This design comes from an exercise in tuning for small area on the open sky130 flow, not from production work.
Only simulation tests tie the RTL to the original design; equivalence was not proved.
No driver is modelled on the clock port, so clocking that relies on it looks cheaper here than on a real chip.
Power is estimated from default activity; no workload was simulated.

Design dht_fsm, start of the top module:
module dht_fsm (
    input  wire        clk,
    input  wire        rst,         
    input  wire [1:0]  cmd,         
    input  wire        unit,        
    input  wire        line_in,     
    input  wire [31:0] now,         
    output wire        line_dir,    
    output wire        line_drv,    
    output wire        busy,
    output wire [2:0]  err_out,
    output wire [39:0] frame_out,
    output wire [15:0] hum_raw,
    output wire        temp_sign,
    output wire [14:0] temp_mag,
    output wire [15:0] hum_out,
    output wire [17:0] temp_out
);
Size in the first run: about 0.0077 mm^2 of cells after synthesis.
Settings: LEC_CHECK=0, CAP_MARGIN=20, CORE_MARGIN=2, CORE_UTILIZATION=40, SLEW_MARGIN=20; clock period 20.0 ns.
standard.sh (not shown) runs the stock make flow with config.mk's settings and CLKGATE_MAP_FILE= SYNTH_SCRIPT=/design/flow/synth_recipe.tcl, a recipe that flattens the netlist after the stock synthesis.
==> flow/flow/run.sh <==
#!/bin/bash
# Layout flow: the standard ORFS flow with three changes.
#  1. Synthesis: the standard flow's synthesis script, except that full/half adders are
#     not extracted into fa/ha cells and ABC maps with an area-oriented
#     script (flow/abc_area.script). Registers are inferred and mapped by
#     the unchanged steps before ABC, so they match the standard synthesis.
#  2. Port buffers use the smallest buffer cell (buf_1).
#  3. Clock tree: clkbuf_8 buffers, no dummy loads.
# Each tool's output goes to a log of its own here and under orfs/logs.
set -o pipefail
HERE=$(pwd)
export BUFFER_PORTS_ARGS="-buffer_cell sky130_fd_sc_hd__buf_1"
export CTS_ARGS="-sink_clustering_enable -repair_clock_nets -buf_list sky130_fd_sc_hd__clkbuf_8 -dont_use_dummy_load"

SYN=$FLOW_HOME/scripts/synth.tcl
L=$(grep -n "^# Technology mapping of adders" "$SYN" | cut -d: -f1)
sed "$((L+1))s|^if {\$|if {0 \&\& |; s|log_cmd abc {\*}\$abc_args|log_cmd abc -script $HERE/flow/abc_area.script {*}[lrange \$abc_args 2 end]|" "$SYN" > own_synth_core.tcl
sed "s|source \$::env(SCRIPTS_DIR)/synth.tcl|source $HERE/own_synth_core.tcl|" synth_recipe.tcl > own_synth.tcl
grep -q "abc_area.script" own_synth_core.tcl || { echo "synth patch failed" > synth.log; exit 1; }
grep -q "own_synth_core.tcl" own_synth.tcl || { echo "synth patch failed" > synth.log; exit 1; }

MK=$(grep '^make ' standard.sh | sed "s|SYNTH_SCRIPT=[^ ]*|SYNTH_SCRIPT=$HERE/own_synth.tcl|; s|\"\${@:-finish}\"|synth|")
echo "$MK" > synth_cmd.log
eval "$MK" > synth.log 2>&1 || exit 1
bash standard.sh finish > standard.log 2>&1
==> flow/flow/abc_area.script <==
strash
&get -n
&st
&dc2
&dch -f
&nf -a -p
&put
==> next run, changes <==
==> flow/flow/run.sh (replaced) <==
#!/bin/bash
# Standard layout with the smallest buffer on the ports and a lean clock tree.
set -o pipefail
export BUFFER_PORTS_ARGS="-buffer_cell sky130_fd_sc_hd__buf_1"
export CTS_ARGS="-sink_clustering_enable -repair_clock_nets -root_buf sky130_fd_sc_hd__clkbuf_8 -buf_list {sky130_fd_sc_hd__clkbuf_4 sky130_fd_sc_hd__clkbuf_8} -dont_use_dummy_load"
bash standard.sh finish > standard.log 2>&1
removed: flow/flow/abc_area.script
=> Utilization shrinks by 0.99 points; via count shrinks by 4.7%; setup slack degrades by 3.3 ns; hold slack improves by 0.0064 ns; sequential share of layout area shrinks by 1.8 points; global-route usage shrinks by 0.15 points; routed wire length grows by about 1.5%; die area grows by about 5%.

---

The RTL this note starts from:
==> flow/design.v <==
module dht_reading (
    input  wire [39:0] frame,
    input  wire [2:0]  rh,         
    input  wire [2:0]  rt,         
    input  wire        unit,       
    output wire [15:0] hum_raw,
    output wire        temp_sign,
    output wire [14:0] temp_mag,
    output wire [15:0] hum_out,    
    output wire [17:0] temp_out    
);
    assign hum_raw   = frame[39:24];
    assign temp_sign = frame[23];
    assign temp_mag  = frame[22:8];
    function [16:0] sub17(input [16:0] a, input [16:0] b);
        integer k;
        reg w;
        begin
            w = 1'b0;
            for (k = 0; k < 17; k = k + 1) begin
                sub17[k] = a[k] ^ b[k] ^ w;
                w = (~a[k] & b[k]) | (~(a[k] ^ b[k]) & w);
            end
        end
    endfunction
    function [16:0] add17(input [16:0] a, input [16:0] b, input ci);
        integer k;
        reg c;
        begin
            c = ci;
            for (k = 0; k < 17; k = k + 1) begin
                add17[k] = a[k] ^ b[k] ^ c;
                c = (a[k] & b[k]) | (c & (a[k] ^ b[k]));
            end
        end
    endfunction
    wire [16:0] hq = sub17({2'd0, hum_raw[15:1]}, {14'd0, rh});
    assign hum_out = {hq[14:0], 1'b0};
    wire        s  = temp_sign;
    wire [3:0]  v  = s ? {1'b0, rt} + 4'd5 : {1'b0, rt};
    wire [16:0] x  = sub17({3'd0, temp_mag[14:1]}, {13'd0, v});
    wire [11:0] c;
    wire [12:0] br;
    assign c[0] = x[0];
    assign c[1] = x[1];
    assign br[2] = 1'b0;
    genvar i;
    generate
        for (i = 2; i < 12; i = i + 1) begin : g_div5
            assign c[i]    = x[i] ^ c[i-2] ^ br[i];
            assign br[i+1] = (~x[i] & c[i-2]) | (~(x[i] ^ c[i-2]) & br[i]);
        end
    endgenerate
    wire [16:0] k  = add17({5'd0, c}, {11'd0, 4'd10, s, 1'b0}, 1'b0);
    wire [16:0] p  = unit ? {1'b0, k[11:0], 2'b00} : {14'd0, s, 2'b00};
    wire [16:0] w  = add17(x, p, 1'b0);
    assign temp_out = {w ^ {17{s}}, 1'b0};
endmodule
module dht_fsm (
    input  wire        clk,
    input  wire        rst,         
    input  wire [1:0]  cmd,         
    input  wire        unit,        
    input  wire        line_in,     
    input  wire [31:0] now,         
    output wire        line_dir,    
    output wire        line_drv,    
    output wire        busy,
    output wire [2:0]  err_out,
    output wire [39:0] frame_out,
    output wire [15:0] hum_raw,
    output wire        temp_sign,
    output wire [14:0] temp_mag,
    output wire [15:0] hum_out,
    output wire [17:0] temp_out
);
    localparam [2:0] IDLE         = 3'd0,
                     START_LOW    = 3'd1,
                     ACK_WAIT_LOW = 3'd2,
                     ACK_LOW      = 3'd3,
                     ACK_HIGH     = 3'd4,
                     BIT_LOW      = 3'd5,
                     BIT_HIGH     = 3'd6,
                     VALIDATE     = 3'd7;
    reg [39:0] frame;
    reg [31:0] acc;
    reg [7:0]  ck_sum;
    reg        ck_bad;
    reg [31:0] t_start;
    reg [2:0]  err;
    reg [2:0]  phase;
    reg [5:0]  bitcnt;
    reg [2:0]  rh_acc, rt_acc;
    reg [2:0]  rh, rt;
    wire [31:0] e;
    wire [32:0] bw;
    assign bw[0] = 1'b0;
    genvar i;
    generate
        for (i = 0; i < 32; i = i + 1) begin : g_sub
            assign e[i]    = now[i] ^ t_start[i] ^ bw[i];
            assign bw[i+1] = (~now[i] & t_start[i]) | (~(now[i] ^ t_start[i]) & bw[i]);
        end
    endgenerate
    wire hi11 = |e[31:11];            
    wire hi7  = hi11 | (|e[10:7]);    
    wire ge2000 = hi11 | (&e[10:6] & (e[5] | e[4]));
    wire ge40   = hi7 | e[6] | (e[5] & (e[4] | e[3]));
    wire ge100  = hi7 | (e[6] & e[5] & (e[4] | e[3] | e[2]));
    wire ge66   = hi7 | (e[6] & (e[5] | e[4] | e[3] | e[2] | e[1]));
    wire ge20   = hi7 | e[6] | e[5] | (e[4] & (e[3] | e[2]));
    wire gt100  = hi7 | (e[6] & e[5] & (e[4] | e[3] | (e[2] & (e[1] | e[0]))));
    wire sym    = e[6] | (e[5] & e[4] & (e[3] | e[2] | e[1]));    
    wire bad    = ~ge20 | gt100;
    wire       ck_add   = ~bitcnt[5];                  
    wire       ck_first = (bitcnt[5:3] == 3'd0);       
    wire [7:0] ck_u;
    wire [7:0] ck_c;
    assign ck_u[7] = ck_first ? sym : ck_sum[7] ^ (sym & ck_add);
    assign ck_c[7] = ~ck_first & ck_add & ck_sum[7] & sym;
    generate
        for (i = 0; i < 7; i = i + 1) begin : g_ck
            wire cin = ((i == 0) ? ck_c[7] : ck_c[i-1]) & (bitcnt[2:0] > i);
            assign ck_u[i] = ck_sum[i] ^ cin;
            assign ck_c[i] = ck_sum[i] & cin;
        end
    endgenerate
    wire [7:0] ck_next    = {ck_u[6:0], ck_u[7]};
    wire       ck_bad_bit = sym ^ ck_sum[7];
    wire       ck_ok      = ~ck_bad;
    wire shift = (phase == BIT_HIGH) & ~line_in & ~bad;
    function [2:0] m5step(input [2:0] r, input b);
        case ({r, b})
            4'b000_0: m5step = 3'd0; 4'b000_1: m5step = 3'd1;
            4'b001_0: m5step = 3'd2; 4'b001_1: m5step = 3'd3;
            4'b010_0: m5step = 3'd4; 4'b010_1: m5step = 3'd0;
            4'b011_0: m5step = 3'd1; 4'b011_1: m5step = 3'd2;
            4'b100_0: m5step = 3'd3; 4'b100_1: m5step = 3'd4;
            default:  m5step = 3'bxxx;
        endcase
    endfunction
    always @(posedge clk) begin
        if (shift) begin
            ck_sum <= ck_next;
            if (!bitcnt[5])
                acc    <= {acc[30:0], sym};
            else
                ck_bad <= ((bitcnt[2:0] == 3'd0) ? 1'b0 : ck_bad) | ck_bad_bit;
            bitcnt <= bitcnt + 6'd1;
            if (bitcnt < 6'd15)
                rh_acc <= m5step((bitcnt == 6'd0) ? 3'd0 : rh_acc, sym);
            if (bitcnt >= 6'd17 && bitcnt <= 6'd30)
                rt_acc <= m5step((bitcnt == 6'd17) ? 3'd0 : rt_acc, sym);
        end else if (phase == ACK_HIGH)
            bitcnt <= 6'd0;
    end
    reg line_go, tmo;
    always @* begin
        line_go = 1'b0;
        tmo     = 1'b0;
        case (phase)
            START_LOW:    begin line_go = ge2000;   tmo = 1'b0;  end
            ACK_WAIT_LOW: begin line_go = ~line_in; tmo = ge40;  end
            ACK_LOW:      begin line_go = line_in;  tmo = ge100; end
            ACK_HIGH:     begin line_go = ~line_in; tmo = ge100; end
            BIT_LOW:      begin line_go = line_in;  tmo = ge66;  end
            BIT_HIGH:     begin line_go = ~line_in; tmo = ~line_in & bad; end
            default:      begin line_go = 1'b1;     tmo = 1'b0;  end
        endcase
    end
    always @(posedge clk)
        if (line_go | tmo)
            t_start <= now;
    always @(posedge clk) begin
        if (rst) begin
            frame <= 40'd0;
            rh    <= 3'd0;
            rt    <= 3'd0;
            err   <= 3'd0;
            phase <= IDLE;
        end else begin
            case (phase)
                IDLE: begin
                    if (cmd == 2'b01)
                        phase <= START_LOW;
                    else if (cmd == 2'b10)
                        err <= 3'd0;
                end
                VALIDATE: begin
                    if (ck_ok) begin
                        frame <= {acc, ck_sum};
                        rh    <= rh_acc;
                        rt    <= rt_acc;
                    end else
                        err <= 3'd3;
                    phase <= IDLE;
                end
                default: begin
                    if (tmo) begin
                        phase <= IDLE;
                        case (phase)
                            BIT_LOW:  err <= 3'd1;
                            BIT_HIGH: err <= 3'd2;
                            default:  err <= 3'd4;
                        endcase
                    end else if (line_go)
                        phase <= (phase == BIT_HIGH) ? ((bitcnt == 6'd39) ? VALIDATE : BIT_LOW)
                                                     : phase + 3'd1;
                end
            endcase
        end
    end
    assign line_dir  = (phase == START_LOW);
    assign line_drv  = (phase != START_LOW);
    assign busy      = (phase != IDLE);
    assign err_out   = err;
    assign frame_out = frame;
    dht_reading u_reading (
        .frame     (frame),
        .rh        (rh),
        .rt        (rt),
        .unit      (unit),
        .hum_raw   (hum_raw),
        .temp_sign (temp_sign),
        .temp_mag  (temp_mag),
        .hum_out   (hum_out),
        .temp_out  (temp_out)
    );
endmodule
==> flow/config.mk <==
export PLATFORM = sky130hd
export DESIGN_NAME = dht_fsm
export DESIGN_NICKNAME = dht_fsm
export VERILOG_FILES = /design/flow/design.v
export SDC_FILE = /design/flow/constraint.sdc
export NUM_CORES = 4
export LEC_CHECK = 0
export CAP_MARGIN = 0
export CORE_MARGIN = 2
export CORE_UTILIZATION = 70
export SLEW_MARGIN = 0
==> flow/constraint.sdc <==
create_clock -name core_clock -period 20.0 [get_ports {clk}]
set_input_delay 4.0000 -clock core_clock [delete_from_list [all_inputs] [get_ports {clk}]]
set_output_delay 4.0000 -clock core_clock [all_outputs]
set_load 0.01 [all_outputs]
==> flow/flow/run.sh <==
#!/bin/bash
# Layout flow: the standard ORFS flow with three changes.
#  1. Synthesis: the standard flow's synthesis script, except that only full adders
#     (not half adders) are extracted into fa cells and ABC maps with an
#     area-oriented script (flow/abc_area.script). Registers are inferred and
#     mapped by the unchanged steps before ABC, so they match the standard
#     synthesis.
#  2. Port buffers use the smallest buffer cell (buf_1).
#  3. Clock tree: clkbuf_8 buffers, no dummy loads; after CTS each clock
#     buffer is downsized while the estimated flip-flop clock-pin slew stays
#     under 110 ps (flow/downsize_clk.tcl).
# Each tool's output goes to a log of its own here and under orfs/logs.
set -o pipefail
HERE=$(pwd)
export BUFFER_PORTS_ARGS="-buffer_cell sky130_fd_sc_hd__buf_1"
export POST_CTS_TCL="$HERE/flow/downsize_clk.tcl"
export CLK_SLEW_EST_LIMIT=0.110
export CTS_ARGS="-sink_clustering_enable -repair_clock_nets -buf_list sky130_fd_sc_hd__clkbuf_8 -dont_use_dummy_load"

SYN=$FLOW_HOME/scripts/synth.tcl
sed "s|extract_fa {\*}\[dont_use_extract_fa_args\]|extract_fa -fa|; s|log_cmd abc {\*}\$abc_args|log_cmd abc -script $HERE/flow/abc_area.script {*}[lrange \$abc_args 2 end]|" "$SYN" > own_synth_core.tcl
sed "s|source \$::env(SCRIPTS_DIR)/synth.tcl|source $HERE/own_synth_core.tcl|" synth_recipe.tcl > own_synth.tcl
grep -q "extract_fa -fa" own_synth_core.tcl || { echo "synth patch failed" > synth.log; exit 1; }
grep -q "abc_area.script" own_synth_core.tcl || { echo "synth patch failed" > synth.log; exit 1; }
grep -q "own_synth_core.tcl" own_synth.tcl || { echo "synth patch failed" > synth.log; exit 1; }

MK=$(grep '^make ' standard.sh | sed "s|SYNTH_SCRIPT=[^ ]*|SYNTH_SCRIPT=$HERE/own_synth.tcl|; s|\"\${@:-finish}\"|synth|")
echo "$MK" > synth_cmd.log
eval "$MK" > synth.log 2>&1 || exit 1
bash standard.sh finish > standard.log 2>&1
==> flow/flow/abc_area.script <==
strash
&get -n
&st
&deepsyn -I 20 -J 5
&dch -f
&nf -p
&put
strash
&get -n
&st
&deepsyn -I 20 -J 5
&dch -f
&nf -p
&put
strash
&get -n
&st
&deepsyn -I 20 -J 5
&dch -f
&nf -p
&put
strash
&get -n
&st
&deepsyn -I 20 -J 5
&dch -f
&nf -p
&put
==> flow/flow/downsize_clk.tcl <==
# Downsize clock-tree buffers while the estimated flip-flop clock-pin slew
# stays under a margin. Sourced after CTS (POST_CTS_TCL).
proc clk_worst_slew {} {
  set w 0.0
  foreach p [get_pins -hierarchical */CLK] {
    set s [get_property $p slew_max]
    if {$s > $w} { set w $s }
  }
  return $w
}
set limit [expr {[info exists ::env(CLK_SLEW_EST_LIMIT)] ? $::env(CLK_SLEW_EST_LIMIT) : 0.075}]
estimate_parasitics -placement
puts "clock downsizing: start worst clk slew [clk_worst_slew], limit $limit"
set cands {sky130_fd_sc_hd__clkbuf_2 sky130_fd_sc_hd__clkbuf_4}
foreach inst [get_cells clkbuf_*_clk] {
  set orig [get_property $inst ref_name]
  foreach c $cands {
    if {$c eq $orig} { break }
    replace_cell $inst $c
    estimate_parasitics -placement
    set w [clk_worst_slew]
    if {$w <= $limit} {
      puts "clock downsizing: [get_full_name $inst] $orig -> $c (worst $w)"
      set orig $c
      break
    }
    replace_cell $inst $orig
  }
}
estimate_parasitics -placement
puts "clock downsizing: end worst clk slew [clk_worst_slew]"
Edit:
--- a/flow/flow/run.sh
+++ b/flow/flow/run.sh
@@ -10,3 +10,3 @@
 #     buffer is downsized while the estimated flip-flop clock-pin slew stays
-#     under 110 ps (flow/downsize_clk.tcl).
+#     under 120 ps (flow/downsize_clk.tcl).
 # Each tool's output goes to a log of its own here and under orfs/logs.
@@ -16,3 +16,3 @@
 export POST_CTS_TCL="$HERE/flow/downsize_clk.tcl"
-export CLK_SLEW_EST_LIMIT=0.110
+export CLK_SLEW_EST_LIMIT=0.120
 export CTS_ARGS="-sink_clustering_enable -repair_clock_nets -buf_list sky130_fd_sc_hd__clkbuf_8 -dont_use_dummy_load"
After rerunning: Setup slack gains 0.0057 ns; sequential share of layout area hardly moves; sequential power is about the same; design area barely changes; wire length barely changes; global-route usage stays the same; core utilization is about the same; total power barely changes; via count hardly moves.
Edit:
--- a/flow/flow/run.sh
+++ b/flow/flow/run.sh
@@ -10,3 +10,3 @@
 #     buffer is downsized while the estimated flip-flop clock-pin slew stays
-#     under 120 ps (flow/downsize_clk.tcl).
+#     under 110 ps (flow/downsize_clk.tcl).
 # Each tool's output goes to a log of its own here and under orfs/logs.
@@ -16,3 +16,3 @@
 export POST_CTS_TCL="$HERE/flow/downsize_clk.tcl"
-export CLK_SLEW_EST_LIMIT=0.120
+export CLK_SLEW_EST_LIMIT=0.110
 export CTS_ARGS="-sink_clustering_enable -repair_clock_nets -buf_list sky130_fd_sc_hd__clkbuf_8 -dont_use_dummy_load"
==> flow/flow/abc_area.script (replaced) <==
strash
&get -n
&st
&deepsyn -I 20 -J 5
&dch -f
&nf -p
&put
strash
&get -n
&st
&deepsyn -I 20 -J 5
&dch -f
&nf -p
&put
What happened: The changed run ran to the end with no violations; synthesized cell count drops slightly; count of clock-buffer cells in the layout is unchanged; total power went up slightly; clock skew went up by 0.023 ns; sequential power stays flat; wire length fell by a few percent; combinational power grows by a few percent; die area is about the same; final cell count fell slightly.

re-timing with driven ports:
How much do the figures lean on ideal ports? The routed layouts below were timed once more, with nothing changed but the port constraints. Step 1 sets driving cells, clkbuf_16 on the clock port and buf_2 on the other inputs (assumed; they add their load-dependent delay and slew). Step 2 adds t to the input delays and takes it off the output delays; t is the mean of the earliest and latest rising clock arrival at the registers after step 1. Input paths then give back, and output paths get back, about the clock's delay inside the block. a / b / c = no drivers / after step 1 / after step 2; a / b = the first two.
| run | shift t [ns] | setup WS [ns] | worst hold slack (ns) |
|---|---|---|---|
| the first run of note 1 | 0.464 | 6.894 / 6.866 / 6.866 | 0.430 / 0.430 / 0.430 |
| the second run of note 1 | 0.467 | 3.578 / 3.592 / 3.125 | 0.437 / 0.437 / 0.437 |
| the first run of note 2 | 0.647 | 3.119 / 3.127 / 2.480 | 0.446 / 0.446 / 0.446 |
| the second run of note 2 | 0.653 | 3.125 / 3.133 / 2.480 | 0.442 / 0.442 / 0.442 |
| the third run of note 2 | 0.654 | 3.369 / 3.373 / 2.719 | 0.431 / 0.431 / 0.431 |
After both steps every run listed still meets setup and hold. The setup slack of the third run of note 2, which loses most, moves by +0.004 ns with the drivers and by -0.650 ns with both steps.
